Source: an optimization exercise on an open RTL-to-GDS flow (aim: small area, a short achievable clock period and few clock cycles per item). Production flows keep margins and buffers that such runs may drop. At most, simulation tests tie the RTL to the original design; equivalence was not proved. Power is estimated from default activity; no workload was simulated.

== green ==
## wm_haar
module wm_haar (
    input  wire        clk,
    input  wire        rst,         
    input  wire        in_valid,
    output wire        in_ready,
    input  wire [63:0] in_x0,
    input  wire [63:0] in_x1,
    input  wire [63:0] in_x2,
    input  wire [63:0] in_x3,
    output wire        out_valid,
    input  wire        out_ready,
    output wire [63:0] out_y0,
    output wire [63:0] out_y1,
    output wire [63:0] out_y2,
    output wire [63:0] out_y3
);
Settings: LEC_CHECK=0, ABC_CLOCK_PERIOD_IN_PS=3000, CAP_MARGIN=20, CORE_MARGIN=2, CORE_UTILIZATION=60, CTS_CLUSTER_DIAMETER=110, CTS_CLUSTER_SIZE=22, SETUP_SLACK_MARGIN=0.5, SLEW_MARGIN=20; clock period 22.0 ns.
standard.sh (not shown) runs the stock make flow with config.mk's settings and CLKGATE_MAP_FILE= SYNTH_SCRIPT=/design/flow/synth_recipe.tcl, a recipe that flattens the netlist after the stock synthesis.
==> flow/flow/run.sh <==
#!/bin/bash
# Own layout flow: the standard synthesis unchanged, then the standard
# ORFS layout steps with a larger setup slack margin for repair_timing, so
# that the resizer works towards the period the pipeline can reach rather
# than the design's much longer clock period. The SDC is not changed.
# flow/extra.txt may add further ORFS make variables (CTS and port-buffer
# arguments, for instance).
set -uo pipefail
M=$(cat flow/margin.txt)
EXTRA=$(cat flow/extra.txt 2>/dev/null || true)
EXTRA=${EXTRA//&/\\&}
sed -e "s|SETUP_SLACK_MARGIN=[-0-9.]*|SETUP_SLACK_MARGIN=$M $EXTRA|" standard.sh > standard_margin.sh
grep -q "SETUP_SLACK_MARGIN=$M" standard_margin.sh || { echo "margin not set" >&2; exit 1; }
bash standard.sh synth > synth.log 2>&1 || exit 1
bash standard_margin.sh > layout.log 2>&1 || exit 1
==> flow/flow/extra.txt <==
BUFFER_PORTS_ARGS="-buffer_cell sky130_fd_sc_hd__buf_2" MATCH_CELL_FOOTPRINT=0
==> flow/flow/margin.txt <==
16.1
--- input diff green..red ---
--- a/flow/design.v
+++ b/flow/design.v
@@ -131,42 +131,41 @@
         pipe #(.W(56+56+11+11+6+5)) r5 (.clk(clk), .en(en),
             .d({nadd_5, dif_5, eadd_5, ex_5, lz_5, wrap_5, zsub_5, sa_5, sb_5, swap_5}),
             .q({nadd_6, dif_6, eadd_6, ex_6, lz_6, wrap_6, zsub_6, sa_6, sb_6, swap_6}));
     end else begin : n5
         assign {nadd_6, dif_6, eadd_6, ex_6, lz_6, wrap_6, zsub_6, sa_6, sb_6, swap_6} = {nadd_5, dif_5, eadd_5, ex_5, lz_5, wrap_5, zsub_5, sa_5, sb_5, swap_5};
     end endgenerate
     wire [56:0] fd_6 = (HALF != 0) ? {1'b0, dif_6} : {dif_6, 1'b0};
     wire [56:0] dsh_6;
     nshl57 u_shl (.x(fd_6), .s(lz_6), .y(dsh_6));
     wire [55:0] nsub_6 = dsh_6[56:1];
-    wire [10:0] esub_6 = ex_6 - {5'd0, lz_6};
-    wire        radd_6 = nadd_6[2] & (nadd_6[1] | nadd_6[0] | nadd_6[3]);
-    wire        rsub_6 = nsub_6[2] & (nsub_6[1] | nsub_6[0] | nsub_6[3]);
-    wire        wc1_6 = nadd_6[3] & radd_6;
-    wire        wup_6 = (nadd_6[3] ^ radd_6) & (nadd_6[4] ^ wc1_6);
-    wire        ia_6  = wrap_6 ? (wc1_6 | wup_6) : radd_6;
-    wire [52:0] nadd_7, nsub_7;
-    wire [10:0] eadd_7, esub_7;
-    wire        ia_7, rsub_7, wrap_7, zsub_7, sa_7, sb_7, swap_7;
+    wire [55:0] nadd_7, nsub_7;
+    wire [10:0] eadd_7, ex_7;
+    wire [5:0]  lz_7;
+    wire        wrap_7, zsub_7, sa_7, sb_7, swap_7;
     generate if (CUTS[6]) begin : c6
-        pipe #(.W(53+53+11+11+7)) r6 (.clk(clk), .en(en),
-            .d({nadd_6[55:3], nsub_6[55:3], eadd_6, esub_6, ia_6, rsub_6, wrap_6, zsub_6, sa_6, sb_6, swap_6}),
-            .q({nadd_7, nsub_7, eadd_7, esub_7, ia_7, rsub_7, wrap_7, zsub_7, sa_7, sb_7, swap_7}));
+        pipe #(.W(56+56+11+11+6+5)) r6 (.clk(clk), .en(en),
+            .d({nadd_6, nsub_6, eadd_6, ex_6, lz_6, wrap_6, zsub_6, sa_6, sb_6, swap_6}),
+            .q({nadd_7, nsub_7, eadd_7, ex_7, lz_7, wrap_7, zsub_7, sa_7, sb_7, swap_7}));
     end else begin : n6
-        assign {nadd_7, nsub_7, eadd_7, esub_7, ia_7, rsub_7, wrap_7, zsub_7, sa_7, sb_7, swap_7} =
-               {nadd_6[55:3], nsub_6[55:3], eadd_6, esub_6, ia_6, rsub_6, wrap_6, zsub_6, sa_6, sb_6, swap_6};
+        assign {nadd_7, nsub_7, eadd_7, ex_7, lz_7, wrap_7, zsub_7, sa_7, sb_7, swap_7} = {nadd_6, nsub_6, eadd_6, ex_6, lz_6, wrap_6, zsub_6, sa_6, sb_6, swap_6};
     end endgenerate
-    wire [62:0] fadd_7 = wrap_7 ? {12'd0, nadd_7[51:1]}
-                                : {nadd_7[52] ? eadd_7 : 11'd0, nadd_7[51:0]};
+    wire [10:0] esub_7 = ex_7 - {5'd0, lz_7};
+    wire        radd_7 = nadd_7[2] & (nadd_7[1] | nadd_7[0] | nadd_7[3]);
+    wire        rsub_7 = nsub_7[2] & (nsub_7[1] | nsub_7[0] | nsub_7[3]);
+    wire        wc1_7 = nadd_7[3] & radd_7;
+    wire        wup_7 = (nadd_7[3] ^ radd_7) & (nadd_7[4] ^ wc1_7);
+    wire [62:0] fadd_7 = wrap_7 ? {12'd0, nadd_7[54:4]}
+                                : {nadd_7[55] ? eadd_7 : 11'd0, nadd_7[54:3]};
     wire [62:0] madd0_7, msub0_7;
-    inc63 u_inca (.x(fadd_7), .r(ia_7), .y(madd0_7));
-    inc63 u_incs (.x({nsub_7[52] ? esub_7 : 11'd0, nsub_7[51:0]}), .r(rsub_7), .y(msub0_7));
+    inc63 u_inca (.x(fadd_7), .r(wrap_7 ? (wc1_7 | wup_7) : radd_7), .y(madd0_7));
+    inc63 u_incs (.x({nsub_7[55] ? esub_7 : 11'd0, nsub_7[54:3]}), .r(rsub_7), .y(msub0_7));
     wire [62:0] madd_7 = {madd0_7[62:52] & {11{HALF == 0 || madd0_7[62:52] != 11'h7ff}}, madd0_7[51:0]};
     wire [62:0] msub_7 = {msub0_7[62:52] & {11{HALF == 0 || msub0_7[62:52] != 11'h7ff}}, msub0_7[51:0]};
     wire [62:0] madd_8, msub_8;
     wire        zsub_8, sa_8, sb_8, swap_8;
     generate if (CUTS[7]) begin : c7
         pipe #(.W(63+63+4)) r7 (.clk(clk), .en(en),
             .d({madd_7, msub_7, zsub_7, sa_7, sb_7, swap_7}),
             .q({madd_8, msub_8, zsub_8, sa_8, sb_8, swap_8}));
     end else begin : n7
         assign {madd_8, msub_8, zsub_8, sa_8, sb_8, swap_8} = {madd_7, msub_7, zsub_7, sa_7, sb_7, swap_7};
Notes after the runs:
red: clock network power share is 0.5 points lower than what green reported.
Taking green as 1.0, red lands at 1.06 on clock-buffer cell count.
green → red: final cell utilization of the core went down by 0.25 points, hold slack now sits lower, total power rose about 5%, combinational power picked up an extra about 8%, final wirelength saw an increase.
[compare] base=green new=red: initial cell density of the core level; count of flip-flops and latches moved up; cell count after synthesis moved up; number of gates resized after cts moved up.
The lower combined area of all synthesized cells of red and green is in green.
red: PASS, flow complete, no timing, DRC or antenna violations
Side by side, final instance count without filler cells turned out higher in red than in green.
Compared with green, red shows design area that has gone up slightly.
Testbench counts of red, summed over its fixed seeds: cycles 32,080, items 32,000.
The RTL of green was laid out without a check of its function.

P:
Another version of the RTL of wm_haar (not shown whole).
Size: roughly 22,000 cells after synthesis, ~520 I/O pins.
==> module wm_haar, before the edit <==
module wm_haar (
    input  wire        clk,
    input  wire        rst,         
    input  wire        in_valid,
    output wire        in_ready,
    input  wire [63:0] in_x0,
    input  wire [63:0] in_x1,
    input  wire [63:0] in_x2,
    input  wire [63:0] in_x3,
    output wire        out_valid,
    input  wire        out_ready,
    output wire [63:0] out_y0,
    output wire [63:0] out_y1,
    output wire [63:0] out_y2,
    output wire [63:0] out_y3
);
    localparam [9:0] CUTS1 = 10'b1011010100;
    localparam [9:0] CUTS2 = 10'b0001011001;
    localparam integer LAT = ncuts(CUTS1) + ncuts(CUTS2);
    function integer ncuts;
        input [9:0] c;
        integer k;
        begin
            ncuts = 0;
            for (k = 0; k < 10; k = k + 1) ncuts = ncuts + c[k];
        end
    endfunction
    reg         s_valid;    
    reg         o_valid;
    reg         in_rdy;     
    wire        adv = ~s_valid;
    reg  [LAT-1:0] v;
    always @(posedge clk)
        if (rst) v <= {LAT{1'b0}};
        else if (adv) v <= {v[LAT-2:0], in_valid};
    wire [63:0] s01, d01, s23, d23;
    fp64_add #(.HALF(0), .CUTS(CUTS1), .GT_LATE(1)) u_a01 (.clk(clk), .en(adv), .a(in_x0), .b(in_x1), .p(s01), .m(d01));
    fp64_add #(.HALF(0), .CUTS(CUTS1), .GT_LATE(1)) u_a23 (.clk(clk), .en(adv), .a(in_x2), .b(in_x3), .p(s23), .m(d23));
    wire [63:0] y0, y1, y2, y3;
    fp64_add #(.HALF(1), .CUTS(CUTS2)) u_b0 (.clk(clk), .en(adv), .a(s01), .b(s23), .p(y0), .m(y1));
    fp64_add #(.HALF(1), .CUTS(CUTS2)) u_b1 (.clk(clk), .en(adv), .a(d01), .b(d23), .p(y2), .m(y3));
    wire        inc_v  = v[LAT-1];
    wire        o_free = ~o_valid | out_ready;
    reg  [255:0] o_q, s_q;
    always @(posedge clk) begin
        if (o_free) o_q <= s_valid ? s_q : {y0, y1, y2, y3};
        if (~s_valid) s_q <= {y0, y1, y2, y3};
    end
    always @(posedge clk)
        if (rst) begin
            o_valid <= 1'b0;
            s_valid <= 1'b0;
            in_rdy  <= 1'b1;
        end else begin
            if (o_free) o_valid <= s_valid | inc_v;
            s_valid <= s_valid ? ~o_free : (inc_v & ~o_free);
            in_rdy  <= s_valid ? o_free : ~(inc_v & ~o_free);
        end
    assign in_ready  = in_rdy;
    assign out_valid = o_valid;
    assign {out_y0, out_y1, out_y2, out_y3} = o_q;
endmodule
==> flow/config.mk <==
export PLATFORM = sky130hd
export DESIGN_NAME = wm_haar
export DESIGN_NICKNAME = wm_haar
export VERILOG_FILES = /design/flow/design.v
export SDC_FILE = /design/flow/constraint.sdc
export NUM_CORES = 8
export LEC_CHECK = 0
export ABC_AREA = 1
export CAP_MARGIN = 20
export CORE_MARGIN = 2
export CORE_UTILIZATION = 60
export CTS_CLUSTER_DIAMETER = 110
export CTS_CLUSTER_SIZE = 22
export SETUP_SLACK_MARGIN = 0.5
export SLEW_MARGIN = 20
==> flow/constraint.sdc <==
create_clock -name core_clock -period 22.0 [get_ports {clk}]
set_input_delay 4.4000 -clock core_clock [delete_from_list [all_inputs] [get_ports {clk}]]
set_output_delay 4.4000 -clock core_clock [all_outputs]
set_load 0.01 [all_outputs]
==> flow/flow/margin.txt <==
16.15
Scripts as last shown in full above: flow/flow/run.sh, flow/flow/extra.txt
### P -> Q
--- a/flow/design.v
+++ b/flow/design.v
@@ -393,6 +393,6 @@
     output wire [63:0] out_y3
 );
-    localparam [9:0] CUTS1 = 10'b1011010100;
-    localparam [9:0] CUTS2 = 10'b0001011001;
+    localparam [9:0] CUTS1 = 10'b1101010100;
+    localparam [9:0] CUTS2 = 10'b0001010100;
     localparam integer LAT = ncuts(CUTS1) + ncuts(CUTS2);
     function integer ncuts;
==> comparison <==
Compared with P, Q improves post-route cell area.
Looking at setup slack, Q sits above P.
Clock latency on the worst-skew pair ends up higher on P.
The endpoint of the worst setup timing path comes out out_y0[63] in one run and out_y0[47] in the other, namely in P and Q respectively.
Q vs P — part of the total power dissipated in combinational logic rose 3.2 points.
When the final numbers for P and Q were put side by side, the count of inverters not on the clock network in the layout turned out to be greater in Q.
Re sequential share of layout area: P was higher than Q.
When the final numbers for P and Q were put side by side, the via count turned out to be smaller in P.
The lower floorplan die area came out of Q.
Compared Q vs P, and non-clock buffer count is up in Q.
From P to Q the numbers moved as follows: global-route usage went up, via count of the first global-routing pass went down, synthesized area went down.
The run with more routed wire is P, not Q.
Max total power across P and Q: P
Testbench counts of Q, summed over its fixed seeds: cycles 32,072, items 32,000.
For P, only the layout was checked, not whether the RTL still works.

[re-timing with driven ports]
How much do the figures lean on ideal ports? The routed layouts below were timed once more, with nothing changed but the port constraints. Step 1 assumes that a clkbuf_16 drives the clock port and a buf_2 every other input. Step 2 moves the port delays by t, midway between the first and last clock arrival at a register: inputs arrive t later, outputs are due t later. That takes back most of the time a late clock gives input paths. Slacks: ideal ports / drivers / drivers and shift; pairs: ideal ports / drivers.
run	t, ns	slack for setup (ns)	cell pins on the clock port's net
green	1.010	16.024 / 15.909 / 15.453	1
red	1.005	16.116 / 16.008 / 15.482	1
P	0.989	16.026 / 15.919 / 15.543	1
Q	0.978	16.033 / 15.928 / 15.476	1
After both steps setup and hold are still met in every run listed. For red, which loses most, drivers alone change the setup slack by -0.108 ns; drivers and shift together by -0.634 ns.
